This is an optimization exercise on Yosys and OpenROAD, whose aim is small area, a short achievable clock period and few clock cycles per item, not a production implementation.
In this exercise RTL edits were held to simulation tests only and were not proved equivalent to the original.
Power is estimated from default activity; no workload was simulated.

$ cat design/flow/config.mk
export PLATFORM = sky130hd
export DESIGN_NAME = fc_codec
export DESIGN_NICKNAME = fc_codec
export VERILOG_FILES = /design/flow/design.v
export SDC_FILE = /design/flow/constraint.sdc
export NUM_CORES = 4
export LEC_CHECK = 0
export CAP_MARGIN = 20
export CORE_MARGIN = 2
export CORE_UTILIZATION = 60
export CTS_CLUSTER_DIAMETER = 80
export CTS_CLUSTER_SIZE = 30
export SLEW_MARGIN = 20
$ cat design/flow/constraint.sdc
create_clock -name core_clock -period 10.0 [get_ports {clk}]
set_input_delay 2.0000 -clock core_clock [delete_from_list [all_inputs] [get_ports {clk}]]
set_output_delay 2.0000 -clock core_clock [all_outputs]
set_load 0.01 [all_outputs]
$ cat design/flow/design.v
module fc_codec (
    input  wire       clk,
    input  wire       rst,         
    input  wire       req_valid,
    output wire       req_ready,
    input  wire [7:0] req_data,
    output wire       res_valid,
    input  wire       res_ready,
    output wire [7:0] res_data
);
    localparam [7:0] ST_OK  = 8'd0;
    localparam [7:0] ST_IPS = 8'd1;    
    localparam [7:0] ST_NSC = 8'd2;    
    localparam [7:0] ST_CKM = 8'd3;    
    localparam [1:0] K_RES  = 2'd0,    
                     K_ENC  = 2'd1,    
                     K_DEC  = 2'd2,    
                     K_FAIL = 2'd3;    
    localparam W_OP = 0, W_EN0 = 1, W_EN1 = 2, W_EPAY = 3, W_SKIP = 4,
               W_DM0 = 5, W_DM1 = 6, W_DR0 = 7, W_DR1 = 8, W_DRAW = 9;
    localparam SC_FIRST = 0, SC_ZEROS = 1, SC_LEN = 2, SC_LCS = 3,
               SC_PAY = 4, SC_DCS = 5, SC_RES = 6;
    localparam R_NEXT = 0, R_HDR = 1, R_PAY = 2, R_DCS = 3, R_END = 4;
    reg [7:0] now;
    always @(posedge clk)
        if (rst) now <= 8'd0;
        else     now <= now + 8'd1;
    reg       iv, sv;
    reg       rdy_q;                     
    reg [7:0] ib, sb;
    reg       ib_z, ib_ff, ib_op, ib_1;
    reg       sb_z, sb_ff, sb_op, sb_1;
    wire      go;                        
    wire      take = req_valid && !sv;
    wire      in_z  = (req_data == 8'h00);
    wire      in_ff = (req_data == 8'hFF);
    wire      in_op = (req_data == 8'h01) || (req_data == 8'h02);
    wire      in_1  = (req_data == 8'h01);
    assign req_ready = rdy_q;
    always @(posedge clk) begin
        if (rst) begin
            iv    <= 1'b0;
            sv    <= 1'b0;
            rdy_q <= 1'b1;
        end else if (go || !iv) begin
            rdy_q <= 1'b1;
            if (sv) begin
                iv    <= 1'b1;
                ib    <= sb;
                ib_z  <= sb_z;
                ib_ff <= sb_ff;
                ib_op <= sb_op;
                ib_1  <= sb_1;
                sv    <= 1'b0;
            end else begin
                iv    <= take;
                ib    <= req_data;
                ib_z  <= in_z;
                ib_ff <= in_ff;
                ib_op <= in_op;
                ib_1  <= in_1;
            end
        end else if (take) begin
            rdy_q <= 1'b0;
            sv    <= 1'b1;
            sb    <= req_data;
            sb_z  <= in_z;
            sb_ff <= in_ff;
            sb_op <= in_op;
            sb_1  <= in_1;
        end
    end
    wire [7:0] b = ib;
    wire       we;                       
    wire [1:0] wsel;                     
    reg        wq;
    reg  [1:0] wselq;
    reg  [7:0] wdq;
    always @(posedge clk) begin
        wq    <= we && !rst;
        wselq <= wsel;
        wdq   <= b;
    end
    wire [7:0] rq [0:255];
    genvar g;
    generate
        for (g = 0; g < 256; g = g + 1) begin : st
            reg [7:0] q;
            if (g % 64 == 1) begin : wt
                always @(posedge clk)
                    q <= (wq && wselq == g / 64) ? wdq : rq[g - 1];
            end else begin : sh
                always @(posedge clk)
                    q <= rq[(g + 255) % 256];
            end
            assign rq[g] = q;
        end
    endgenerate
    reg  [1:0] qk [0:3];
    reg  [7:0] qa [0:3];
    reg  [2:0] qh, qt;                   
    wire       push, pop;
    reg  [1:0] pk;
    reg  [7:0] pa;
    wire       q_empty = (qh == qt);
    wire       q_full  = (qh == {!qt[2], qt[1:0]});
    wire [1:0] hk = qk[qh[1:0]];
    wire [7:0] ha = qa[qh[1:0]];
    always @(posedge clk) begin
        if (rst) begin
            qh <= 3'd0;
            qt <= 3'd0;
        end else begin
            if (push) begin
                qk[qt[1:0]] <= pk;
                qa[qt[1:0]] <= pa;
                qt <= qt + 3'd1;
            end
            if (pop)
                qh <= qh + 3'd1;
        end
    end
    reg  [7:0] sx [0:3];
    reg  [2:0] sh_, st_;
    wire       spush, spop;
    wire [7:0] px;
    wire       s_empty = (sh_ == st_);
    wire       s_full  = (sh_ == {!st_[2], st_[1:0]});
    wire [7:0] hx = sx[sh_[1:0]];
    always @(posedge clk) begin
        if (rst) begin
            sh_ <= 3'd0;
            st_ <= 3'd0;
        end else begin
            if (spush) begin
                sx[st_[1:0]] <= px;
                st_ <= st_ + 3'd1;
            end
            if (spop)
                sh_ <= sh_ + 3'd1;
        end
    end
    reg  [7:0] wa;                       
    reg  [7:0] cur_start;                
    reg        wany;                     
    reg  [7:0] rdist;                    
    reg  [4:0] rs;                       
    reg  [1:0] rk;                       
    reg  [7:0] ra;                       
    reg  [9:0] ws;                       
    reg  [6:0] sc;                       
    wire       dany;                     
    wire       r_has = (rs[R_HDR] || rs[R_PAY]) && (rk == K_ENC || rk == K_DEC);
    wire [7:0] rp   = now - rdist - 8'd1;
    wire [7:0] base = r_has ? rp : (!s_empty ? hx : (dany ? cur_start : wa));
    reg  [8:0] free_r;
    reg  [7:0] base_r;       
    reg        wrote_r;
    reg        jo_r;
    reg  [7:0] jdist;                    
    reg  [7:0] fm4_r;                    
    reg        f4ok_r;                   
    reg        f1_r, f2_r;               
    reg        wt_r;                     
    wire       room  = wrote_r ? f2_r : f1_r;
    wire       wtap  = wt_r;
    reg        rw;                       
    wire [8:0] fr_n = {(base_r == wa), base_r - wa} - 9'd1;
    always @(posedge clk) begin
        if (rst) begin
            f1_r    <= 1'b1;
            f2_r    <= 1'b1;
            wt_r    <= 1'b1;
            free_r  <= 9'd255;
            base_r  <= 8'd0;
            wrote_r <= 1'b0;
            jo_r    <= 1'b0;
            fm4_r   <= 8'd251;
            f4ok_r  <= 1'b1;
            jdist   <= 8'd0;
        end else begin
            base_r  <= base;
            wt_r    <= we || ((now[5:0] + 6'd1) == (rw ? cur_start[5:0] : wa[5:0]));
            free_r  <= fr_n;
            f1_r    <= (fr_n != 9'd0);
            f2_r    <= (fr_n[8:1] != 8'd0);
            wrote_r <= we;
            fm4_r   <= fr_n[7:0] - 8'd4;
            f4ok_r  <= (fr_n >= 9'd4);
            jo_r    <= (base_r == wa) || (f4ok_r && (jdist <= fm4_r));
            jdist   <= we ? (use_jump ? 8'd0 : jdist) :
                       rw ? (now + 8'd1 - cur_start) : (jdist + 8'd1);
        end
    end
    reg [7:0]  c8;           
    reg [15:0] wrem;         
    reg [15:0] rrem;         
    reg [7:0]  wsum;         
    reg        inw;          
    reg        rl;           
    wire [16:0] maxw   = {1'b0, b, c8} + 17'd7;
    reg         c8z, c8one, c8ff;         
    wire [7:0]  wlen   = wa - cur_start;          
    wire [7:0]  sum_n  = wsum + b;
    wire [7:0]  lx     = c8 | b;
    wire [7:0]  sx_    = wsum | b;
    wire        lcs_ok = ((c8 ^ b) == {lx[6:0], 1'b0});
    wire        dcs_ok = ((wsum ^ b) == {sx_[6:0], 1'b0});
    wire d_live   = !sc[SC_RES];
    wire dec_nsc  = inw && ((sc[SC_FIRST] && !ib_z) || (sc[SC_ZEROS] && !ib_z && !ib_ff));
    wire dec_lcs  = inw && sc[SC_LCS] && !lcs_ok;
    wire dec_dcs  = inw && sc[SC_DCS];
    wire dec_ok   = dec_dcs && dcs_ok;
    wire cut_nsc  = (sc[SC_FIRST] || sc[SC_ZEROS]) && (ib_z || !inw);
    wire d_decide = dec_nsc || dec_lcs || dec_dcs;
    wire d_resolve = d_live && (d_decide || rl);
    wire [7:0] d_status = dec_ok ? ST_OK :
                          (dec_nsc || (!d_decide && cut_nsc)) ? ST_NSC : ST_CKM;
    wire d_pay    = inw && sc[SC_PAY] && !rl;
    wire want_w   = ws[W_EPAY] || (ws[W_DRAW] && d_pay);
    wire first_w  = !wany;
    wire can_w    = first_w ? (jo_r || (wtap && room)) : (wtap && room);
    wire use_jump = first_w && jo_r;
    wire [7:0] waddr = use_jump ? now : wa;
    assign wsel = use_jump ? 2'd0 : jdist[7:6];
    wire enc_bad = !ib_z || c8z || c8ff;           
    reg  want_p;
    always @(*) begin
        want_p = 1'b0;
        pk = K_FAIL;
        pa = b;
        if (ws[W_OP]) begin
            want_p = !ib_op;
            pk = K_RES;
        end
        if (ws[W_EN1]) begin
            want_p = enc_bad;
            pa = ST_IPS;
        end
        if (ws[W_EPAY]) begin
            want_p = first_w;
            pk = K_ENC;
            pa = c8;
        end
        if (ws[W_DR1]) begin
            want_p = ib_z && c8z;
            pa = ST_NSC;
        end
        if (ws[W_DRAW]) begin
            want_p = d_resolve;
            if (dec_ok && wany) begin
                pk = K_DEC;
                pa = wlen;
            end else
                pa = d_status;                      
        end
    end
    wire need_q = ws[W_OP];
    wire stall  = (need_q && (q_full || s_full)) || (want_w && !can_w);
    assign go    = iv && !stall;
    assign push  = go && want_p;
    assign spush = go && want_p && (pk == K_ENC || pk == K_DEC);
    assign px    = ws[W_EPAY] ? waddr : cur_start;
    assign we    = go && want_w;
    assign dany  = wany && ws[W_DRAW] && d_live;
    always @(posedge clk) begin
        if (rst) begin
            wa   <= 8'd0;
            ws   <= 10'd1 << W_OP;
            sc   <= 7'd1 << SC_FIRST;
            wany <= 1'b0;
            rw   <= 1'b0;
        end else begin
            rw <= go && ws[W_DRAW] && d_resolve && !dec_ok && wany;
            if (we) begin
                wa   <= waddr + 8'd1;
                wany <= 1'b1;
                if (first_w)
                    cur_start <= waddr;
            end
            if (rw)
                wa <= cur_start;
            if (go) begin
                if (ws[W_OP]) begin
                    wsum <= 8'd0;
                    wany <= 1'b0;
                    if (ib_op) begin
                        ws[W_OP] <= 1'b0;
                        if (b[0])
                            ws[W_EN0] <= 1'b1;
                        else
                            ws[W_DM0] <= 1'b1;
                    end
                end
                if (ws[W_EN0]) begin
                    c8 <= b;
                    {c8z, c8one, c8ff} <= {ib_z, ib_1, ib_ff};
                    ws[W_EN0] <= 1'b0;
                    ws[W_EN1] <= 1'b1;
                end
                if (ws[W_EN1]) begin
                    rrem <= {b, c8};
                    rl   <= 1'b0;
                    ws[W_EN1] <= 1'b0;
                    if (ib_z && c8z)
                        ws[W_OP] <= 1'b1;
                    else if (enc_bad)
                        ws[W_SKIP] <= 1'b1;
                    else
                        ws[W_EPAY] <= 1'b1;
                end
                if (ws[W_EPAY]) begin
                    c8 <= c8 - 8'd1;
                    {c8z, c8one, c8ff} <= {c8one, (c8 == 8'd2), c8z};
                    if (c8one) begin
                        ws[W_EPAY] <= 1'b0;
                        ws[W_OP]   <= 1'b1;
                    end
                end
                if (ws[W_SKIP]) begin
                    rrem <= rrem - 16'd1;
                    rl   <= (rrem == 16'd2);
                    if (rl) begin
                        ws[W_SKIP] <= 1'b0;
                        ws[W_OP]   <= 1'b1;
                    end
                end
                if (ws[W_DM0]) begin
                    c8 <= b;
                    {c8z, c8one, c8ff} <= {ib_z, ib_1, ib_ff};
                    ws[W_DM0] <= 1'b0;
                    ws[W_DM1] <= 1'b1;
                end
                if (ws[W_DM1]) begin
                    wrem <= maxw[16] ? 16'hFFFF : maxw[15:0];
                    inw  <= 1'b1;
                    ws[W_DM1] <= 1'b0;
                    ws[W_DR0] <= 1'b1;
                end
                if (ws[W_DR0]) begin
                    c8 <= b;
                    {c8z, c8one, c8ff} <= {ib_z, ib_1, ib_ff};
                    ws[W_DR0] <= 1'b0;
                    ws[W_DR1] <= 1'b1;
                end
                if (ws[W_DR1]) begin
                    rrem <= {b, c8};
                    rl   <= ib_z && c8one;
                    sc   <= 7'd1 << SC_FIRST;
                    ws[W_DR1] <= 1'b0;
                    if (ib_z && c8z)
                        ws[W_OP] <= 1'b1;
                    else
                        ws[W_DRAW] <= 1'b1;
                end
                if (ws[W_DRAW]) begin
                    rrem <= rrem - 16'd1;
                    rl   <= (rrem == 16'd2);
                    if (inw) begin
                        wrem <= wrem - 16'd1;
                        inw  <= (wrem != 16'd1);
                        if (sc[SC_FIRST] && ib_z)
                            sc <= 7'd1 << SC_ZEROS;
                        if (sc[SC_ZEROS] && ib_ff)
                            sc <= 7'd1 << SC_LEN;
                        if (sc[SC_LEN]) begin
                            c8 <= b;
                            {c8z, c8one, c8ff} <= {ib_z, ib_1, ib_ff};
                            sc <= 7'd1 << SC_LCS;
                        end
                        if (sc[SC_LCS])
                            sc <= c8z ? (7'd1 << SC_DCS) : (7'd1 << SC_PAY);
                        if (sc[SC_PAY]) begin
                            wsum <= sum_n;
                            c8   <= c8 - 8'd1;
                            {c8z, c8one, c8ff} <= {c8one, (c8 == 8'd2), c8z};
                            if (c8one)
                                sc <= 7'd1 << SC_DCS;
                        end
                    end
                    if (d_resolve)
                        sc <= 7'd1 << SC_RES;
                    if (rl) begin
                        ws[W_DRAW] <= 1'b0;
                        ws[W_OP]   <= 1'b1;
                    end
                end
            end
        end
    end
    reg [3:0] rh;            
    reg [7:0] rsum;          
    reg       o0v, o1v;
    reg       o0e;                       
    reg [7:0] o0, o1;
    reg [7:0] ro;                        
    reg       newv;                      
    reg [7:0] newb;
    wire      o0_free = o0e || res_ready;
    wire [7:0] o0_n   = o1v ? o1 : newb;
    assign res_valid = o0v;
    assign res_data  = ro;
    always @(posedge clk)
        ro <= o0_free ? o0_n : o0;
    wire       rtap = (rdist[2:0] == 3'd7) && !rdist[7];
    wire [7:0] tapv [0:15];
    generate
        for (g = 0; g < 16; g = g + 1) begin : tp
            assign tapv[g] = rq[8 * g + 6];
        end
    endgenerate
    reg  [7:0] ring_byte;
    always @(posedge clk)
        ring_byte <= tapv[rdist[6:3]];
    wire       can_out = !o1v;
    wire [8:0] n7 = {1'b0, ra} + 9'd7;
    reg [7:0] hbyte;
    reg       hlast;
    always @(*) begin
        hbyte = 8'h00;
        hlast = 1'b0;
        case (rh)
            4'd1: hbyte = (rk == K_RES) ? 8'h08 : (rk == K_FAIL) ? ra : 8'h00;
            4'd2: hbyte = (rk == K_ENC) ? n7[7:0] : (rk == K_DEC) ? ra : 8'h00;
            4'd3: begin
                hbyte = {7'd0, (rk == K_ENC) && n7[8]};
                hlast = (rk != K_ENC);
            end
            4'd6: hbyte = 8'hFF;
            4'd7: hbyte = ra;
            4'd8: begin
                hbyte = 8'd0 - ra;
                hlast = 1'b1;
            end
            default: hbyte = 8'h00;
        endcase
    end
    wire [7:0] op_byte = (hk == K_RES) ? ha :
                         (hk == K_ENC) ? 8'h01 :
                         (hk == K_DEC) ? 8'h02 :
                         ((ha == ST_IPS) ? 8'h01 : 8'h02);
    assign pop  = rs[R_NEXT] && !q_empty && can_out;
    assign spop = pop && (hk == K_ENC || hk == K_DEC);
    wire r_avail = !(ws[W_EPAY] && wany && s_empty) || (ra != c8);
    wire rd_byte = rs[R_PAY] && can_out && r_avail && rtap;
    always @(*) begin
        newv = 1'b0;
        newb = ring_byte;
        if (rs[R_NEXT]) begin
            newv = pop;
            newb = op_byte;
        end
        if (rs[R_HDR]) begin
            newv = can_out;
            newb = hbyte;
        end
        if (rs[R_PAY])
            newv = rd_byte;
        if (rs[R_DCS]) begin
            newv = can_out;
            newb = 8'd0 - rsum;
        end
        if (rs[R_END]) begin
            newv = can_out;
            newb = 8'h00;
        end
    end
    always @(posedge clk) begin
        if (rst) begin
            rs  <= 5'd1 << R_NEXT;
            o0v <= 1'b0;
            o0e <= 1'b1;
            o1v <= 1'b0;
        end else begin
            if (o0_free) begin
                if (o1v) begin
                    o0  <= o1;
                    o0v <= 1'b1;
                    o0e <= 1'b0;
                    o1  <= newb;
                    o1v <= newv;
                end else begin
                    o0  <= newb;
                    o0v <= newv;
                    o0e <= !newv;
                end
            end else if (newv) begin
                o1  <= newb;
                o1v <= 1'b1;
            end
            if (!rd_byte)
                rdist <= rdist + 8'd1;
            if (pop) begin
                rk    <= hk;
                ra    <= ha;
                rdist <= now - hx;
                rsum  <= 8'd0;
                rh    <= 4'd1;
                rs    <= 5'd1 << R_HDR;
            end
            if (rs[R_HDR] && can_out) begin
                rh <= rh + 4'd1;
                if (hlast)
                    rs <= (rk == K_ENC || rk == K_DEC) ? (5'd1 << R_PAY) : (5'd1 << R_NEXT);
            end
            if (rd_byte) begin
                rsum <= rsum + ring_byte;
                ra   <= ra - 8'd1;
                if (ra == 8'd1)
                    rs <= (rk == K_ENC) ? (5'd1 << R_DCS) : (5'd1 << R_NEXT);
            end
            if (rs[R_DCS] && can_out)
                rs <= 5'd1 << R_END;
            if (rs[R_END] && can_out)
                rs <= 5'd1 << R_NEXT;
        end
    end
endmodule
$ cat design/flow/flow/run.sh
#!/bin/bash
# The standard layout (the standard.sh: standard synthesis, floorplan,
# power grid, placement, CTS and routing, all unchanged) with timing repair
# told to keep 6.7 ns of setup slack on the 10 ns clock, i.e. to aim at a
# 3.3 ns cycle, instead of stopping once paths fit in the clock.
set -euo pipefail
bash standard.sh SETUP_SLACK_MARGIN=6.7 finish > standard_flow.log 2>&1
$ cat design/flow/standard.sh
#!/bin/bash
# synth_recipe.tcl (not shown) runs the flow's synth.tcl, then flattens the netlist and writes it again
# the make line also repeats each setting of config.mk as NAME=value (left out here)
make -C /OpenROAD-flow-scripts/flow DESIGN_CONFIG=/design/flow/config.mk WORK_HOME=/design/flow/orfs CLKGATE_MAP_FILE= SYNTH_SCRIPT=/design/flow/synth_recipe.tcl "${@:-finish}"
==> results.toml, run 1 <==
[outcome]
status = "complete, no violations"

[cells_and_area]
regArea_um2 = 49500
final_cell_mix = "dfxtp_1, edfxtp_1, nand2_1"
fin_nets = 4440
syn_to_final_growth_pct = 7.42
num_antenna_cells = 0
stdcell_area_um2 = 66600
mostFrequentLayoutCell = "dfxtp_1"
multi_input_area_um2 = 11700
drive_above_1_share_pct = 7.12
nFillCells = 7618

[sta]
rsz0062_at_grt = "yes"
setup_slack_ps = 6740
fin_crit_ps = 3260
setup_violations = 0
worstMarginPinSlew_ps = 1020
slew_headroom_pct = 32.1
fin_crit_sh_pct = 32.6
hold_viol_final = 0
drv_slew = 0
finalSetupTns_ps = 0
clock.fmax_mhz = 307
skew_ps = 35.9

[synthesis]
synth_edf_count = 203
yosys_warnings = 1
syn_nets = 4411
synth-seq-area-share_pct = 79.8
avgSynthCellArea_um2 = 14.5
syn_inst = 4280
synthDistinctLibCells = 84
syn-cell-area_um2 = 62000
ys_seq_elements = 2370
ys.flop_type = "dfxtp_1"
async_reset_ff_share_pct = 0

[route]
drtPass1Iterations = 5
postRouteAntennaNets = 0
drt_iter0_drc = 2211
drc = 0
route.detailed.wl_per_inst_um = 18.5
drt-total-wl_um = 106000
vias = 29600
drt-vias-per-instance = 5.18

[global_route]
grt_usage_pct = 19.9
grt_max_degree = 61
antenna_found_initial = 6
grt-ovfl-total = 0
grt_pass1_vias = 28400
grt_pass1_wl_um = 164000

[power_and_ir_drop]
p_leak_nw = 25.8
combPwrFrac_pct = 10.7
switching_power_mw = 3.98
power_mw = 16.2
cellPowerDensity_nw_per_um2 = 243
peakVddDrop_mv = 0.208
power_frac_clock_pct = 27.9
swShare_pct = 24.6
cellInternalPower_mw = 12.2
sequentialPowerShare_pct = 61.4

[die]
num_rows = 117
die_area_um2 = 106000
core_area_um2 = 102000
start_util_pct = 60.7
die_h_um = 326
die_w_um = 326
num_io_pins = 22

[clock_network]
clockBufferDepth = 3
cts_tree = "done"
clock-sinks = 2370
cts.clk_slew.worst_paths_ps = 120
clkLatencyLatePin_ps = 720
numCtsBuffers = 93
hold_buffers = 0
root_buffer = "clkbuf_16"
cts_htree_levels = 3

[setup_path]
required_ps = 8000
cp_slowest_cell = "dfxtp_4"
cp_cell_sequence = "buf_6"
cp-start-kind = "flop"
critical_path_class = "reg -> out"
path_max_fanout = 1
cp_top_family = "flip-flops"
cp.arrival_ps = 1260
slowest_delay_ps = 430
path_buf_inv = 1
end_kind = "output pin"

[place]
io_buffers = 21
postPlaceCellArea_um2 = 63700
hpwl_um = 69000
gp_congestion = 0.872
dp_slack_ps = 5810

[worst_hold_path]
hold_path_class = "reg -> reg"

[run]
max_cap_viol_count = 0
timing repair:
item,in CTS,in global routing
setup endpoints to repair,97,135
pin swaps,2,1
gates resized for setup,77,11
setup buffers,4,14
synthesized netlist by cell type (all sizes together), types with 14 or more instances:
| library cell | n | area share, % |
|---|---|---|
| a21o | 14 | 0.17 |
| a21oi | 132 | 1.1 |
| a221oi | 27 | 0.38 |
| a22oi | 19 | 0.23 |
| a31oi | 26 | 0.26 |
| a32oi | 14 | 0.20 |
| and2 | 17 | 0.17 |
| and3 | 24 | 0.24 |
| buf | 21 | 0.16 |
| clkbuf | 102 | 0.62 |
| dfxtp | 2167 | 70 |
| edfxtp | 203 | 9.8 |
| ha | 112 | 2.3 |
| inv | 133 | 0.80 |
| mux2 | 58 | 1.1 |
| mux2i | 42 | 0.68 |
| mux4 | 21 | 0.76 |
| nand2 | 189 | 1.1 |
| nand2b | 22 | 0.22 |
| nand3 | 76 | 0.63 |
| nand4 | 21 | 0.21 |
| nor2 | 190 | 1.1 |
| nor2b | 24 | 0.24 |
| nor3 | 50 | 0.40 |
| nor4 | 28 | 0.32 |
| o211ai | 21 | 0.25 |
| o21a | 16 | 0.19 |
| o21ai | 111 | 0.90 |
| o221ai | 14 | 0.20 |
| o22ai | 19 | 0.19 |
| o31ai | 24 | 0.29 |
| or3 | 21 | 0.21 |
| xnor2 | 95 | 1.3 |
| xor2 | 36 | 0.51 |
state kept, by name, indices dropped and copies added, names as in the netlist, 10 cells and up, named ones only:
signal	flops
ws	10
sx	32
wrem	16
st.q	2048
rrem	16
qa	32
area by class of cell:
| type | count | area share [%] |
|---|---|---|
| sequential | 2370 | 74.3 |
| multi-input combinational | 1651 | 17.5 |
| clock buffer | 104 | 3.63 |
| tap | 1368 | 2.57 |
| inverter | 136 | 0.772 |
| timing repair buffer | 57 | 0.755 |
| clock inverter | 19 | 0.436 |
path summary, 6_finish.rpt:
check,start,endpoint,slack [ps],cells past startpoint
hold / removal,st[34].q[4],st[35].q[4],310,0
hold reg to reg,st[34].q[4],st[35].q[4],310,0
setup reg to reg,wa[1],fm4_r[6],6810,11
setup / recovery,ro[1],res_data[1],6740,1
power groups by stage:
stage / clock network, mW / logic, mW / registers [mW]
2_1_floorplan: 0 / 1.24 / 10.0
3_3_place_gp: 0 / 1.69 / 10.2
4_1_cts: 4.65 / 1.71 / 9.94
3_5_place_dp: 0 / 1.70 / 10.2
5_1_grt: 4.98 / 1.91 / 9.97
6_report: 4.51 / 1.74 / 9.94
logic make-up (layout without fill, tap and decap cells):
family	count (synthesis)	after routing	synth area share (%)
fa+ha+maj	119	119	2.49
xor+xnor	132	132	1.89
mux	121	121	2.49
buf+inv	259	316	1.60
compound gates	543	543	5.88
simple gates	736	736	5.88
flops	2370	2370	79.8
layer usage:
metal,track usage [%],vias up,part of all wire (%)
li1,-,14500,-
met1,30.4,14200,50
met3,3.62,187,5.1
met2,29.0,676,42
met5,0,-,0.038
met4,6.14,6,3.0
metrics by stage:
stage | std cells | util, % | hold WS (ps)
after floorplan | 4280 | - | 310
after global placement | 5563 | 62.3 | 310
after detailed placement | 5564 | 62.3 | 312
after CTS | 5691 | 65.1 | 301
after global routing | 5705 | 65.2 | 322
final | 5705 | 65.2 | 305
Testbench counts, summed over its fixed seeds: cycles 38,935, items 1,280.
==> run 2, diff against run 1 <==
--- a/design/flow/config.mk
+++ b/design/flow/config.mk
@@ -8,5 +8,5 @@
 export CAP_MARGIN = 20
 export CORE_MARGIN = 2
-export CORE_UTILIZATION = 60
+export CORE_UTILIZATION = 65
 export CTS_CLUSTER_DIAMETER = 80
 export CTS_CLUSTER_SIZE = 30
==> run 2 against run 1 <==
Net effect: still clean; global-route usage increased by 1.9 points; sequential share of layout area increased by 0.29 points; first-iteration DRC count increased by 12%; die area decreased by 7.6%; routed wire length increased by 1.4%; sequential power about the same; combinational power about the same; via count about the same; area after synthesis unchanged; clock skew increased by 9.3 ps; flip-flop and latch count unchanged; register-to-register slack got worse by 40 ps; critical endpoint is now res_data[5]; largest power group unchanged; highest routed layer unchanged.
==> results.toml, run 2 <==
[cells_and_area]
finalNonFillerCells = 5594
drive_above_1_share_pct = 6.91
num_antenna_cells = 0
syn_to_final_growth_pct = 7.01
regArea_um2 = 49500
fin_util_pct = 70.1
fin_nets = 4434
mostFrequentLayoutCell = "dfxtp_1"
multi_input_area_um2 = 11700
regMostFlops = "st.q"
nFillCells = 6524
final_cell_mix = "dfxtp_1, edfxtp_1, nand2_1"
stdcell_area_um2 = 66400
largest_reg_flops = 2048

[route]
drt-total-wl_um = 107000
vias = 29600
drt_iter0_drc = 2481
postRouteAntennaNets = 0
drt-vias-per-instance = 5.29
drtPass1Iterations = 7
drc = 0
route.detailed.wl_per_inst_um = 19.2

[synthesis]
yosysMostFrequentCell = "dfxtp_1"
syn_nets = 4411
synth_common_cells = "dfxtp_1, edfxtp_1, nor2_1, nand2_1"
ys.flop_type = "dfxtp_1"
synthDistinctLibCells = 84
yosys.area.top_type = "dfxtp_1"
syn-cell-area_um2 = 62000
avgSynthCellArea_um2 = 14.5
synth_area_leaders = "dfxtp_1, edfxtp_1, ha_1"
async_reset_ff_share_pct = 0
synth-seq-area-share_pct = 79.8
ys_seq_elements = 2370
syn_inst = 4280
yosys_warnings = 1
synth_edf_count = 203
yosysTopAreaCellShare_pct = 69.9

[run]
max_cap_viol_count = 0

[die]
die_area_um2 = 97900
num_rows = 113
start_util_pct = 65.5
die_h_um = 313
die_w_um = 313
core_area_um2 = 94700
num_io_pins = 22

[setup_path]
required_ps = 8000
cp_cell_sequence = "buf_6"
cp_num_cells = 1
slowest_delay_ps = 440
crit_end = "res_data[5]"
end_kind = "output pin"
r2r_end = "fm4_r[6]"
ff2ff_setup_slack_ps = 6770
path_max_fanout = 1
cp-start-kind = "flop"
critPathLaunch = "ro[5]"
critical_path_class = "reg -> out"
cp_top_family = "flip-flops"
cp.arrival_ps = 1280
cp_slowest_cell = "dfxtp_4"
reg2reg_depth = 11
path_buf_inv = 1
reg2reg_from = "wa[1]"

[clock_network]
cts_htree_levels = 3
clock-sinks = 2370
clockBufferDepth = 3
root_buffer = "clkbuf_16"
cts_tree = "done"
cts.clk_slew.worst_paths_ps = 110
numCtsBuffers = 92
hold_buffers = 0
clkLatencyLatePin_ps = 720

[worst_hold_path]
hp-start = "st[35].q[1]"
hold_path_class = "reg -> reg"

[global_route]
grt_pass1_wl_um = 165000
grt_usage_pct = 21.8
grt_max_degree = 45
antenna_found_initial = 4
grt_pass1_vias = 28600
grt-ovfl-total = 0

[power_and_ir_drop]
cellPowerDensity_nw_per_um2 = 243
power_mw = 16.2
peakVddDrop_mv = 0.208
p_leak_nw = 25.7

[place]
gp_congestion = 0.884
hpwl_um = 69000
dp.cells = 5465
postPlaceCellArea_um2 = 63600
dp_slack_ps = 5840
io_buffers = 21

[sta]
fin_crit_sh_pct = 32.8
setup_violations = 0
setup_slack_ps = 6720
worstMarginPinSlew_ps = 1150
drv_slew = 0
slew_headroom_pct = 23.4
finalSetupTns_ps = 0
holdWs_ps = 313
fin_crit_ps = 3280
rsz0062_at_grt = "yes"
skew_ps = 45.2
hold_viol_final = 0
clock.fmax_mhz = 305

[outcome]
status = "complete, no violations"
-- run 2: power breakdown --
group	switching [mW]	internal, mW	leakage (nW)
logic	1.08	0.653	5.08
clock network	2.73	1.76	1.29
registers	0.185	9.75	19.3
total	3.99	12.2	25.7
-- run 2: repair_timing --
| action | 4_1_cts | 5_1_grt |
|---|---|---|
| gates resized for setup | 65 | 16 |
| setup buffers | 7 | 2 |
| setup endpoints to repair | 100 | 82 |
| pin swaps | 1 | 2 |
-- run 2: kinds of logic (layout without fill, tap and decap cells) --
family                     Yosys count  count (layout)  share of synthesized area [%]
xor gates and xnor gates           132             132                           1.89
DFF                               2370            2370                           79.8
and+or+nand+nor                    736             736                           5.88
adders and majority gates          119             119                           2.49
buffers and inverters              259             308                           1.60
muxes                              121             121                           2.49
AOI/OAI and AO/OA                  543             543                           5.88
-- run 2: how the worst min path moves through the flow --
stage	cells past startpoint	to	slack [ps]
4_1_cts	0	st[121].q[0]	310
6_report	0	st[36].q[1]	310
3_5_place_dp	0	st[227].q[1]	310
5_1_grt	0	st[52].q[4]	320
3_3_place_gp	0	st[149].q[5]	310
2_1_floorplan	0	st[0].q[0]	310
-- run 2: final cells by class --
type                       instances  share of cell area (%)
clock buffer                     105                    3.57
clock inverter                    15                   0.420
inverter                         136                   0.769
multi-input combinational       1651                    17.6
sequential                      2370                    74.6
tap                             1265                    2.38
timing repair buffer              52                   0.648
-- run 2: metal layers --
| layer | GRT usage [%] | up-vias | routed length [um] |
|---|---|---|---|
| li1 | - | 14500 | - |
| met1 | 33.1 | 14200 | 53100 |
| met2 | 33.0 | 655 | 46400 |
| met3 | 3.08 | 177 | 4790 |
| met4 | 6.15 | 4 | 2870 |
| met5 | 0 | - | 26 |
==> run 3, diff against run 2 <==
--- a/design/flow/config.mk
+++ b/design/flow/config.mk
@@ -8,6 +8,6 @@
 export CAP_MARGIN = 20
 export CORE_MARGIN = 2
-export CORE_UTILIZATION = 65
+export CORE_UTILIZATION = 60
 export CTS_CLUSTER_DIAMETER = 80
-export CTS_CLUSTER_SIZE = 30
+export CTS_CLUSTER_SIZE = 24
 export SLEW_MARGIN = 20
==> run 3 against run 2 <==
Net effect: combinational power hardly changed; highest routed layer unchanged; flip-flop and latch count unchanged; final cell count up 2.3%; critical endpoint is now fm4_r[6]; via count is 0.30% higher; global-route usage down 1.7 points; area after synthesis unchanged; die area grew 8.2%; count of clock-buffer cells in the layout increased by 28.
==> results.toml, run 3 <==
[synthesis]
ys_seq_elements = 2370
synth-seq-area-share_pct = 79.8
yosysTopAreaCellShare_pct = 69.9
syn_nets = 4411
yosys_warnings = 1
synthDistinctLibCells = 84
avgSynthCellArea_um2 = 14.5
async_reset_ff_share_pct = 0
yosysMostFrequentCell = "dfxtp_1"
syn_inst = 4280
yosys.area.top_type = "dfxtp_1"
synth_edf_count = 203
synth_area_leaders = "dfxtp_1, edfxtp_1, ha_1"
synth_common_cells = "dfxtp_1, edfxtp_1, nor2_1, nand2_1"
ys.flop_type = "dfxtp_1"
syn-cell-area_um2 = 62000

[setup_path]
path_max_fanout = 60
cp_cell_sequence = "buf_4 > buf_6 > inv_1 > buf_4 > and4b_1 > nor4b_1"
end_kind = "flop"
path_buf_inv = 4
cp.arrival_ps = 3950
cp-start-kind = "input pin"
cp_top_family = "buffers and inverters"
required_ps = 10600
cp_slowest_cell = "buf_6"
slowest_delay_ps = 490
timing.critical_path.mode_cell = "buf_4"
critical_path_class = "in -> reg"

[die]
num_io_pins = 22
die_h_um = 326
die_w_um = 326
num_rows = 117
core_area_um2 = 102000
start_util_pct = 60.7
die_area_um2 = 106000

[global_route]
grt_pass1_vias = 28700
grt_pass1_wl_um = 166000
antenna_found_initial = 3
grt-ovfl-total = 0
grt_usage_pct = 20.1
grt_max_degree = 61

[sta]
clock.fmax_mhz = 299
drv_slew = 0
slew_headroom_pct = 32.4
fin_crit_sh_pct = 33.5
fin_crit_ps = 3350
worstMarginPinSlew_ps = 1010
skew_ps = 36.8
rsz0062_at_grt = "yes"
finalSetupTns_ps = 0
setup_violations = 0
hold_viol_final = 0

[clock_network]
clockBufferDepth = 3
hold_buffers = 0
root_buffer = "clkbuf_16"
cts_tree = "done"
clkLatencyLatePin_ps = 720
cts_htree_levels = 3
clock-sinks = 2370
numCtsBuffers = 110
cts.clk_slew.worst_paths_ps = 90

[power_and_ir_drop]
swShare_pct = 24.2
cellInternalPower_mw = 12.5
sequentialPowerShare_pct = 60.1
peakVddDrop_mv = 0.235
cellPowerDensity_nw_per_um2 = 247
combPwrFrac_pct = 10.5
switching_power_mw = 4.00
p_leak_nw = 26.0
power_frac_clock_pct = 29.4

[route]
postRouteAntennaNets = 0
route.detailed.wl_per_inst_um = 18.6
drtPass1Iterations = 8
drt_iter0_drc = 2191
drt-total-wl_um = 106000
drt-vias-per-instance = 5.18
vias = 29700
drc = 0

[cells_and_area]
mostFrequentLayoutCell = "dfxtp_1"
fin_nets = 4458
final_cell_mix = "dfxtp_1, edfxtp_1, nand2_1"
syn_to_final_growth_pct = 8.09
finalNonFillerCells = 5725
largest_reg_flops = 2048
stdcell_area_um2 = 67000
num_antenna_cells = 0
nFillCells = 7586
drive_above_1_share_pct = 7.34
regMostFlops = "st.q"

[worst_hold_path]
hold_path_class = "reg -> reg"

[place]
io_buffers = 21
postPlaceCellArea_um2 = 63700
gp_congestion = 0.872
dp.cells = 5564
hpwl_um = 69000

[outcome]
status = "complete, no violations"

[run]
max_cap_viol_count = 0
run 3: cell counts after synthesis:
Identical to the previous run, type by type.
run 3: path summary, 6_finish.rpt:
path | from | to | cells past startpoint | slack (ps)
max | rst | fm4_r[6] | 6 | 6650
min | st[131].q[5] | st[132].q[5] | 0 | 310
max reg2reg | wa[1] | fm4_r[6] | 11 | 6710
min reg2reg | st[131].q[5] | st[132].q[5] | 0 | 310
run 3: logic make-up after synthesis:
| group | share of synthesized area, % |
|---|---|
| fa+ha+maj | 2.49 |
| flops | 79.8 |
| buf+inv | 1.60 |
| mux | 2.49 |
| simple gates | 5.88 |
| compound gates | 5.88 |
| xor+xnor | 1.89 |
run 3: timing repair:
action,4_1_cts,5_1_grt
resized for setup,74,9
pin swaps,2,1
endpoints found under the setup margin,98,130
cloned,0,0
buffers inserted,4,15
run 3: cell type report:
type | count | area, um^2 | area share, %
clock buffer | 133 | 2980 | 4.44
clock inverter | 9 | 160 | 0.239
inverter | 136 | 514 | 0.767
multi-input combinational | 1651 | 11700 | 17.4
sequential | 2370 | 49500 | 73.8
tap | 1368 | 1710 | 2.55
timing repair buffer | 58 | 500 | 0.747
run 3: metrics by stage:
| step | hold WS [ps] | power [mW] | util [%] | worst slack [ps] |
|---|---|---|---|---|
| after CTS | 313 | 16.7 | 65.5 | 6630 |
| after floorplan | 310 | 11.3 | - | 6570 |
| after detailed placement | 312 | 11.9 | 62.3 | 5810 |
| final | 314 | 16.5 | 65.6 | 6650 |
| after global routing | 317 | 17.2 | 65.6 | 6590 |
| after global placement | 310 | 11.8 | 62.3 | 5800 |
run 3: routing by layer:
layer  global-route usage [%]  wire length [um]  up-vias
li1                         -                 -    14600
met1                     30.8             53600    14300
met2                     29.6             45300      668
met3                     3.02              4990      165
met4                     5.97              2570        2
met5                        0                12        -
run 3: power by group through the flow:
stage | Sequential, mW | Combinational, mW | Clock [mW]
6_report | 9.93 | 1.74 | 4.86
3_3_place_gp | 10.2 | 1.69 | 0
5_1_grt | 9.96 | 1.91 | 5.36
3_5_place_dp | 10.2 | 1.70 | 0
4_1_cts | 9.94 | 1.70 | 5.01
2_1_floorplan | 10.0 | 1.24 | 0
==> run 4, diff against run 3 <==
==> design/flow/flow/run.sh (replaced) <==
#!/bin/bash
# The standard layout (the standard.sh: standard synthesis, floorplan,
# power grid, placement, CTS and routing, all unchanged) with timing repair
# told to keep 6.75 ns of setup slack on the 10 ns clock, i.e. to aim at a
# 3.25 ns cycle, instead of stopping once paths fit in the clock.
set -euo pipefail
bash standard.sh SETUP_SLACK_MARGIN=6.75 finish > standard_flow.log 2>&1
--- a/design/flow/config.mk
+++ b/design/flow/config.mk
@@ -10,4 +10,4 @@
 export CORE_UTILIZATION = 60
 export CTS_CLUSTER_DIAMETER = 80
-export CTS_CLUSTER_SIZE = 24
+export CTS_CLUSTER_SIZE = 30
 export SLEW_MARGIN = 20
==> run 4 against run 3 <==
Net effect: register-to-register slack improved by 210 ps; final cell count is 0.42% lower; die area unchanged; fmax grew 2.2%; hold slack barely moved; global-route usage is 0.33 points higher; routed wire length rose by 1.7%; count of clock-buffer cells in the layout shrank 27; still clean on timing, DRC and antenna; area after synthesis unchanged; clock skew shrank 3.8 ps; highest routed layer is now met4.
==> results.toml, run 4 <==
[global_route]
grt_max_degree = 47
grt-ovfl-total = 0
grt_pass1_wl_um = 167000
grt_pass1_vias = 28100
grt_usage_pct = 20.4
antenna_found_initial = 3

[power_and_ir_drop]
power_frac_clock_pct = 27.9
peakVddDrop_mv = 0.188
p_leak_nw = 25.7
combPwrFrac_pct = 10.8
switching_power_mw = 4.00
cellPowerDensity_nw_per_um2 = 243
power_mw = 16.2
sequentialPowerShare_pct = 61.3
cellInternalPower_mw = 12.2
swShare_pct = 24.7

[setup_path]
reg2reg_depth = 8
ff2ff_setup_slack_ps = 6920
path_buf_inv = 1
required_ps = 8000
cp_top_family = "flip-flops"
cp_slowest_cell = "dfxtp_4"
reg2reg_from = "ib[3]"
cp_cell_sequence = "buf_6"
end_kind = "output pin"
slowest_delay_ps = 440
cp.arrival_ps = 1280
cp-start-kind = "flop"
critical_path_class = "reg -> out"
r2r_end = "st_[2]"
path_max_fanout = 1

[synthesis]
syn-cell-area_um2 = 62000
syn_inst = 4280
yosysMostFrequentCell = "dfxtp_1"
yosys.area.top_type = "dfxtp_1"
synth_compound_area_share_pct = 5.88
synth_common_cells = "dfxtp_1, edfxtp_1, nor2_1, nand2_1"
synthDistinctLibCells = 84
synth_edf_count = 203
synth_xor_area_share_pct = 1.89
synth-seq-area-share_pct = 79.8
synthMuxAreaShare_pct = 2.49
syn_nets = 4411
ys_seq_elements = 2370
async_reset_ff_share_pct = 0
ys.flop_type = "dfxtp_1"
avgSynthCellArea_um2 = 14.5
yosysTopAreaCellShare_pct = 69.9
synth_area_leaders = "dfxtp_1, edfxtp_1, ha_1"
yosys.area_share.simple_pct = 5.88
yosys_warnings = 1
synth_top_family_by_area = "simple AND/OR/NAND/NOR gates"
synthAdderAreaFrac_pct = 2.49

[clock_network]
clockBufferDepth = 3
clock-sinks = 2370
cts.clk_slew.worst_paths_ps = 100
numCtsBuffers = 93
cts_tree = "done"
cts_htree_levels = 3
clkLatencyLatePin_ps = 720
root_buffer = "clkbuf_16"

[route]
vias = 29600
drt-total-wl_um = 108000
drc = 0
drt-vias-per-instance = 5.19
drtPass1Iterations = 5
drt_iter0_drc = 2287
postRouteAntennaNets = 0
route.detailed.wl_per_inst_um = 19.0

[worst_hold_path]
whs_path_depth = 0
hold_path_class = "reg -> reg"
hp-start = "st[147].q[4]"
min_to = "st[148].q[4]"

[sta]
clock.fmax_mhz = 305
skew_ps = 33.0
fin_crit_ps = 3280
worstMarginPinSlew_ps = 1160
finalSetupTns_ps = 0
holdWs_ps = 315
setup_slack_ps = 6720
fin_crit_sh_pct = 32.8
drv_slew = 0
hold_viol_final = 0
slew_headroom_pct = 22.4
setup_violations = 0
rsz0062_at_grt = "yes"

[die]
start_util_pct = 60.7
num_rows = 117
core_area_um2 = 102000
die_area_um2 = 106000
die_h_um = 326
num_io_pins = 22
die_w_um = 326

[run]
max_cap_viol_count = 0

[cells_and_area]
drive_above_1_share_pct = 7.13
regMostFlops = "st.q"
syn_to_final_growth_pct = 7.44
final_cell_mix = "dfxtp_1, edfxtp_1, nand2_1"
stdcell_area_um2 = 66600
nFillCells = 7571
multi_input_area_um2 = 11700
fin_nets = 4436
regArea_um2 = 49500
largest_reg_flops = 2048
mostFrequentLayoutCell = "dfxtp_1"

[outcome]
status = "complete, no violations"

[place]
gp_congestion = 0.859
hpwl_um = 70700
io_buffers = 21
dp_slack_ps = 5930
postPlaceCellArea_um2 = 63700
## run 4: kinds of logic after synthesis
logic type | after synthesis
adder cells (fa/ha/maj) | 119
buffers and inverters | 259
AND/OR/NAND/NOR | 736
multiplexers | 121
flip-flops | 2370
AO/OA/AOI/OAI | 543
XOR/XNOR | 132
## run 4: through the flow
step	utilization (%)	cells
after floorplan	-	4280
after global placement	62.3	5564
after detailed placement	62.3	5564
after CTS	65.1	5693
after global routing	65.2	5700
final	65.2	5701
## run 4: what timing repair did
| action | CTS | global route |
|---|---|---|
| setup endpoints to repair | 136 | 107 |
| setup buffers | 7 | 7 |
| hold buffers | 0 | 0 |
| pin swaps | 1 | 1 |
| resized for setup | 79 | 14 |
## run 4: worst register-to-register path: cells and delay by family, from the launching register on
family                   cells  cell delay, ps
XOR/XNOR                     1             150
buffers and inverters        1             190
flip-flops                   1             450
AO/OA/AOI/OAI                1             420
AND/OR/NAND/NOR              3            1130
adder cells (fa/ha/maj)      1             310
multiplexers                 1             340
## run 4: area by class of cell
| class | instances | share of cell area, % |
|---|---|---|
| inverters | 136 | 0.774 |
| repair buffers | 53 | 0.712 |
| well taps | 1368 | 2.57 |
| clock buffers | 106 | 3.66 |
| clock inverters | 16 | 0.443 |
| multi-input cells | 1651 | 17.6 |
| diodes | 1 | 0.00376 |
| flip-flops and latches | 2370 | 74.3 |
## run 4: per-layer routing
metal | track usage, % | up-vias | routed length (um) | part of all wire (%)
met5 | 0 | - | 0 | 0
met4 | 5.95 | 0 | 2950 | 2.7
met3 | 2.91 | 169 | 5350 | 4.9
met2 | 29.1 | 689 | 44600 | 41
met1 | 32.3 | 14200 | 55300 | 51
li1 | - | 14500 | - | -
## run 4: worst max path at each step
| stage | startpoint | to | slack (ps) | cells past startpoint |
|---|---|---|---|---|
| final | ro[3] | res_data[3] | 6720 | 1 |
| after global routing | ro[3] | res_data[3] | 6670 | 1 |
| after CTS | ro[3] | res_data[3] | 6640 | 1 |
| after detailed placement | rst | qa[2][0] | 5930 | 4 |
| after global placement | rst | qa[1][0] | 6040 | 4 |
| after floorplan | rst | rl | 6570 | 3 |
## run 4: power groups by stage
stage | clock [mW] | sequential (mW) | combinational [mW]
after floorplan | 0 | 10.0 | 1.24
after global placement | 0 | 10.1 | 1.69
after detailed placement | 0 | 10.1 | 1.71
after CTS | 4.65 | 9.93 | 1.72
after global routing | 4.98 | 9.95 | 1.92
final | 4.52 | 9.93 | 1.74
==> run 5, diff against run 4 <==
--- a/design/flow/config.mk
+++ b/design/flow/config.mk
@@ -8,5 +8,5 @@
 export CAP_MARGIN = 20
 export CORE_MARGIN = 2
-export CORE_UTILIZATION = 60
+export CORE_UTILIZATION = 65
 export CTS_CLUSTER_DIAMETER = 80
 export CTS_CLUSTER_SIZE = 30
==> run 5 against run 4 <==
Net effect: core utilization grew 4.8 points; routed wire length shrank 2.3%; fmax grew 1.1%; sequential power is essentially flat; die area shrank 7.6%; largest power group unchanged; count of clock-buffer cells in the layout shrank 4; flip-flop and latch count is the same; first-iteration DRC count grew 17%; critical endpoint is now res_data[2]; via count shrank 0.54%; critical path type unchanged; clock power shrank 1%.
==> results.toml, run 5 <==
[global_route]
grt_pass1_wl_um = 164000
antenna_found_initial = 4
grt-ovfl-total = 0
grt_usage_pct = 21.6
grt_pass1_vias = 28400
grt_max_degree = 45

[clock_network]
cts_htree_levels = 3
hold_buffers = 0
clockBufferDepth = 3
clkLatencyLatePin_ps = 740
root_buffer = "clkbuf_16"
numCtsBuffers = 92
clock-sinks = 2370
cts_tree = "done"
cts.clk_slew.worst_paths_ps = 110

[sta]
drv_slew = 0
worstMarginPinSlew_ps = 1170
hold_viol_final = 0
setup_violations = 0
finalSetupTns_ps = 0
clock.fmax_mhz = 308
setup_slack_ps = 6760
fin_crit_sh_pct = 32.4
slew_headroom_pct = 21.7
fin_crit_ps = 3240
skew_ps = 51.6
rsz0062_at_grt = "yes"

[synthesis]
ys.flop_type = "dfxtp_1"
synth-seq-area-share_pct = 79.8
syn_nets = 4411
async_reset_ff_share_pct = 0
yosysMostFrequentCell = "dfxtp_1"
synth_area_leaders = "dfxtp_1, edfxtp_1, ha_1"
ys_seq_elements = 2370
synthDistinctLibCells = 84
synth_common_cells = "dfxtp_1, edfxtp_1, nor2_1, nand2_1"
synth_edf_count = 203
yosys.area.top_type = "dfxtp_1"
avgSynthCellArea_um2 = 14.5
yosysTopAreaCellShare_pct = 69.9
yosys_warnings = 1
syn_inst = 4280
syn-cell-area_um2 = 62000

[route]
route.detailed.wl_per_inst_um = 18.9
vias = 29400
drc = 0
postRouteAntennaNets = 0
drtPass1Iterations = 5
drt-vias-per-instance = 5.27
drt-total-wl_um = 106000
drt_iter0_drc = 2685

[setup_path]
path_max_fanout = 1
cp_cell_sequence = "buf_6"
cp-start-kind = "flop"
slowest_delay_ps = 420
end_kind = "output pin"
path_buf_inv = 1
cp.arrival_ps = 1240
critical_path_class = "reg -> out"
cp_slowest_cell = "dfxtp_4"
required_ps = 8000
cp_top_family = "flip-flops"

[cells_and_area]
multi_input_area_um2 = 11700
fin_nets = 4431
nFillCells = 6422
drive_above_1_share_pct = 6.94
fin_util_pct = 70.1
final_cell_mix = "dfxtp_1, edfxtp_1, nand2_1, nor2_1, inv_1"
largest_reg_flops = 2048
regMostFlops = "st.q"
finalNonFillerCells = 5591
stdcell_area_um2 = 66400
mostFrequentLayoutCell = "dfxtp_1"
regArea_um2 = 49500
syn_to_final_growth_pct = 7.01

[worst_hold_path]
hold_path_class = "reg -> reg"

[die]
num_rows = 113
die_h_um = 313
start_util_pct = 65.5
core_area_um2 = 94700
num_io_pins = 22
die_w_um = 313
die_area_um2 = 97900

[outcome]
status = "complete, no violations"

[power_and_ir_drop]
peakVddDrop_mv = 0.221
p_leak_nw = 25.7
cellPowerDensity_nw_per_um2 = 243

[place]
postPlaceCellArea_um2 = 63600
io_buffers = 21
hpwl_um = 67600
gp_congestion = 0.890
dp_slack_ps = 5860
dp.cells = 5462

[run]
max_cap_viol_count = 0
-- run 5: cell counts after synthesis --
No cell type changed its count.
-- run 5: repair_timing --
item,in CTS,in global routing
pin swaps,1,2
endpoints found under the setup margin,106,112
cloned,0,0
setup buffers,7,2
gates resized for setup,75,17
-- run 5: layout make-up --
cell class	count	area share (%)
antenna	1	0.00377
clock buffer	102	3.53
tap	1265	2.38
inverter	136	0.771
sequential	2370	74.6
multi-input combinational	1651	17.6
clock inverter	17	0.420
timing repair buffer	49	0.658
-- run 5: final timing paths --
kind,from,to,slack [ps],cells past startpoint
hold / removal,st[57].q[5],st[58].q[5],300,0
hold reg to reg,st[57].q[5],st[58].q[5],300,0
setup / recovery,ro[2],res_data[2],6760,1
setup reg to reg,ib[3],qa[0][4],6820,8
-- run 5: metal layers --
| metal | wire length, um | vias to the layer above | global-route usage (%) |
|---|---|---|---|
| met3 | 4740 | 182 | 3.42 |
| met5 | 12 | - | 0 |
| li1 | - | 14500 | - |
| met4 | 2750 | 2 | 5.94 |
| met1 | 53000 | 14100 | 32.9 |
| met2 | 45300 | 647 | 32.4 |
-- run 5: cells by family after synthesis --
group	after synthesis	share of synthesized area (%)
flops	2370	79.8
simple gates	736	5.88
compound gates	543	5.88
buf+inv	259	1.60
xor+xnor	132	1.89
mux	121	2.49
fa+ha+maj	119	2.49
-- run 5: per-stage QoR --
step / hold slack [ps] / power, mW
2_1_floorplan: 310 / 11.3
3_3_place_gp: 310 / 11.8
3_5_place_dp: 312 / 11.8
4_1_cts: 292 / 16.2
5_1_grt: 310 / 16.8
6_report: 296 / 16.1
-- run 5: power by group --
part           switching (mW)  internal [mW]
registers               0.185           9.75
clock network            2.71           1.76
logic                    1.07          0.656
==> run 6, diff against run 5 <==
==> design/flow/flow/run.sh (replaced) <==
#!/bin/bash
# The standard layout (the standard.sh: standard synthesis, floorplan,
# power grid, placement, CTS and routing, all unchanged) with timing repair
# told to keep 6.8 ns of setup slack on the 10 ns clock, i.e. to aim at a
# 3.2 ns cycle, instead of stopping once paths fit in the clock.
set -euo pipefail
bash standard.sh SETUP_SLACK_MARGIN=6.8 finish > standard_flow.log 2>&1
--- a/design/flow/config.mk
+++ b/design/flow/config.mk
@@ -8,5 +8,5 @@
 export CAP_MARGIN = 20
 export CORE_MARGIN = 2
-export CORE_UTILIZATION = 65
+export CORE_UTILIZATION = 60
 export CTS_CLUSTER_DIAMETER = 80
 export CTS_CLUSTER_SIZE = 30
==> run 6 against run 5 <==
Net effect: still clean on timing, DRC and antenna; setup slack got worse by 10 ps; first-iteration DRC count decreased by 19%; register-to-register slack improved by 110 ps; die area increased by 8.2%; global-route usage decreased by 1.8 points; via count increased by 0.24%; combinational power about the same; core utilization decreased by 4.8 points; final area increased by 0.46%; critical path depth unchanged; non-clock buffer count increased by 5.
==> results.toml, run 6 <==
[outcome]
status = "complete, no violations"

[synthesis]
avgSynthCellArea_um2 = 14.5
syn_nets = 4411
yosys_warnings = 1
yosysMostFrequentCell = "dfxtp_1"
synth-seq-area-share_pct = 79.8
async_reset_ff_share_pct = 0
yosys.area.top_type = "dfxtp_1"
syn_inst = 4280
ys_seq_elements = 2370
synth_edf_count = 203
yosysTopAreaCellShare_pct = 69.9
ys.flop_type = "dfxtp_1"
synth_area_leaders = "dfxtp_1, edfxtp_1, ha_1"
synth_common_cells = "dfxtp_1, edfxtp_1, nor2_1, nand2_1"
syn-cell-area_um2 = 62000
synthDistinctLibCells = 84

[clock_network]
cts_tree = "done"
hold_buffers = 0
cts.clk_slew.worst_paths_ps = 110
clkLatencyLatePin_ps = 720
numCtsBuffers = 93
root_buffer = "clkbuf_16"
cts_htree_levels = 3
clock-sinks = 2370
clockBufferDepth = 3

[cells_and_area]
nFillCells = 7640
syn_to_final_growth_pct = 7.50
fin_nets = 4437
stdcell_area_um2 = 66700
regArea_um2 = 49500
final_cell_mix = "dfxtp_1, edfxtp_1, nand2_1"
regMostFlops = "st.q"
largest_reg_flops = 2048
multi_input_area_um2 = 11700
drive_above_1_share_pct = 7.11
mostFrequentLayoutCell = "dfxtp_1"

[route]
postRouteAntennaNets = 0
drc = 0
route.detailed.wl_per_inst_um = 18.5
drt_iter0_drc = 2181
drt-total-wl_um = 105000
vias = 29500
drt-vias-per-instance = 5.18
drtPass1Iterations = 5

[sta]
worstMarginPinSlew_ps = 1040
fin_crit_ps = 3250
holdWs_ps = 315
hold_viol_final = 0
clock.fmax_mhz = 307
slew_headroom_pct = 30.0
drv_slew = 0
skew_ps = 36.8
setup_violations = 0
finalSetupTns_ps = 0
fin_crit_sh_pct = 32.5
rsz0062_at_grt = "yes"

[place]
postPlaceCellArea_um2 = 63700
hpwl_um = 69100
gp_congestion = 0.877
io_buffers = 21

[die]
die_area_um2 = 106000
num_rows = 117
core_area_um2 = 102000
num_io_pins = 22
die_h_um = 326
die_w_um = 326
start_util_pct = 60.7

[power_and_ir_drop]
p_leak_nw = 25.7
cellPowerDensity_nw_per_um2 = 242
peakVddDrop_mv = 0.176

[setup_path]
critical_path_class = "reg -> out"
required_ps = 8000
cp_slowest_cell = "dfxtp_4"
end_kind = "output pin"
cp_top_family = "flip-flops"
cp.arrival_ps = 1250
ff2ff_setup_slack_ps = 6930
r2r_end = "st_[2]"
slowest_delay_ps = 420
path_buf_inv = 1
reg2reg_from = "ib[4]"
cp_cell_sequence = "buf_6"
reg2reg_depth = 9
path_max_fanout = 1
cp-start-kind = "flop"

[global_route]
antenna_found_initial = 8
grt_usage_pct = 19.8
grt_max_degree = 61
grt-ovfl-total = 0
grt_pass1_vias = 27800
grt_pass1_wl_um = 163000

[worst_hold_path]
min_to = "st[32].q[0]"
whs_path_depth = 0
hold_path_class = "reg -> reg"
hp-start = "st[31].q[0]"

[run]
max_cap_viol_count = 0
## run 6: cell counts after synthesis
No cell type changed its count.
## run 6: logic make-up after synthesis
group                      Yosys count  synth area share, %
AOI/OAI and AO/OA                  543                 5.88
xor gates and xnor gates           132                 1.89
adders and majority gates          119                 2.49
buffers and inverters              259                 1.60
DFF                               2370                 79.8
muxes                              121                 2.49
and+or+nand+nor                    736                 5.88
## run 6: area by class of cell
cell class / count / area share [%]
multi-input combinational: 1651 / 17.6
sequential: 2370 / 74.3
tap: 1368 / 2.57
timing repair buffer: 54 / 0.726
clock inverter: 18 / 0.480
clock buffer: 105 / 3.62
inverter: 136 / 0.769
antenna: 1 / 0.00375
## run 6: worst max path at each step
stage | slack [ps] | to | start | depth (start not counted)
2_1_floorplan | 6570 | rl | rst | 3
3_3_place_gp | 6110 | qa[3][5] | rst | 3
3_5_place_dp | 6110 | sb[5] | rst | 3
4_1_cts | 6670 | res_data[1] | ro[1] | 1
5_1_grt | 6610 | fm4_r[6] | wa[1] | 11
6_report | 6750 | res_data[1] | ro[1] | 1
## run 6: where the power goes
part / internal [mW] / total (mW) / switching (mW)
Sequential: 9.75 / 9.93 / 0.182
Clock: 1.80 / 4.51 / 2.72
Combinational: 0.653 / 1.71 / 1.06
Total: 12.2 / 16.2 / 3.95
## run 6: metal layers
metal | track usage [%] | share of wire, % | vias to the layer above
met2 | 28.5 | 42 | 708
met5 | 0 | 0.037 | -
met4 | 5.35 | 2.4 | 6
met3 | 3.39 | 5.4 | 161
met1 | 31.0 | 50 | 14100
li1 | - | - | 14500
## run 6: through the flow
| stage | setup WS [ps] | total power [mW] | util, % | instances |
|---|---|---|---|---|
| finish | 6750 | 16.2 | 65.3 | 5703 |
| global route | 6610 | 16.8 | 65.2 | 5702 |
| CTS | 6670 | 16.3 | 65.1 | 5693 |
| detailed placement | 6110 | 11.8 | 62.3 | 5562 |
| global placement | 6110 | 11.8 | 62.3 | 5562 |
| floorplan | 6570 | 11.3 | - | 4280 |
## run 6: timing repair
item | in CTS | in global routing
resized for setup | 78 | 14
pin swaps | 2 | 2
setup endpoints to repair | 153 | 129
setup buffers | 8 | 9
gates cloned | 0 | 0

==> port drivers added, routing unchanged <==
No port has a modelled driver above. Below, the same layouts with a new extraction and two added sets of constraints.
Step 1 (the two cells are an assumption about what drives the block):
set clk [get_ports {clk}]
set_driving_cell -lib_cell sky130_fd_sc_hd__clkbuf_16 $clk
set_driving_cell -lib_cell sky130_fd_sc_hd__buf_2 [delete_from_list [all_inputs] $clk]
Step 2, shift: input delay + t, output delay - t, t = (earliest + latest rising clock arrival at the registers) / 2. This alone moves slack from input paths to output paths.
Three values: ideal ports, drivers, drivers and shift; two values: the first two.
run | t (ns) | slack for setup (ns) | worst setup path at the end | worst register clock-pin slew, ns
run 1 | 0.772 | 6.738 / 6.669 / 6.015 | input to register | 0.12 / 0.12
run 2 | 0.782 | 6.719 / 6.639 / 6.107 | input to register | 0.12 / 0.12
run 3 | 0.776 | 6.650 / 6.637 / 5.861 | input to register | 0.10 / 0.10
run 4 | 0.763 | 6.722 / 6.656 / 6.079 | input to register | 0.12 / 0.12
run 5 | 0.774 | 6.758 / 6.690 / 6.103 | input to register | 0.11 / 0.11
run 6 | 0.762 | 6.748 / 6.682 / 6.128 | input to register | 0.11 / 0.11
After both steps every run listed still meets setup and hold. For run 3, which loses most, drivers alone change the setup slack by -0.013 ns; drivers and shift together by -0.789 ns.
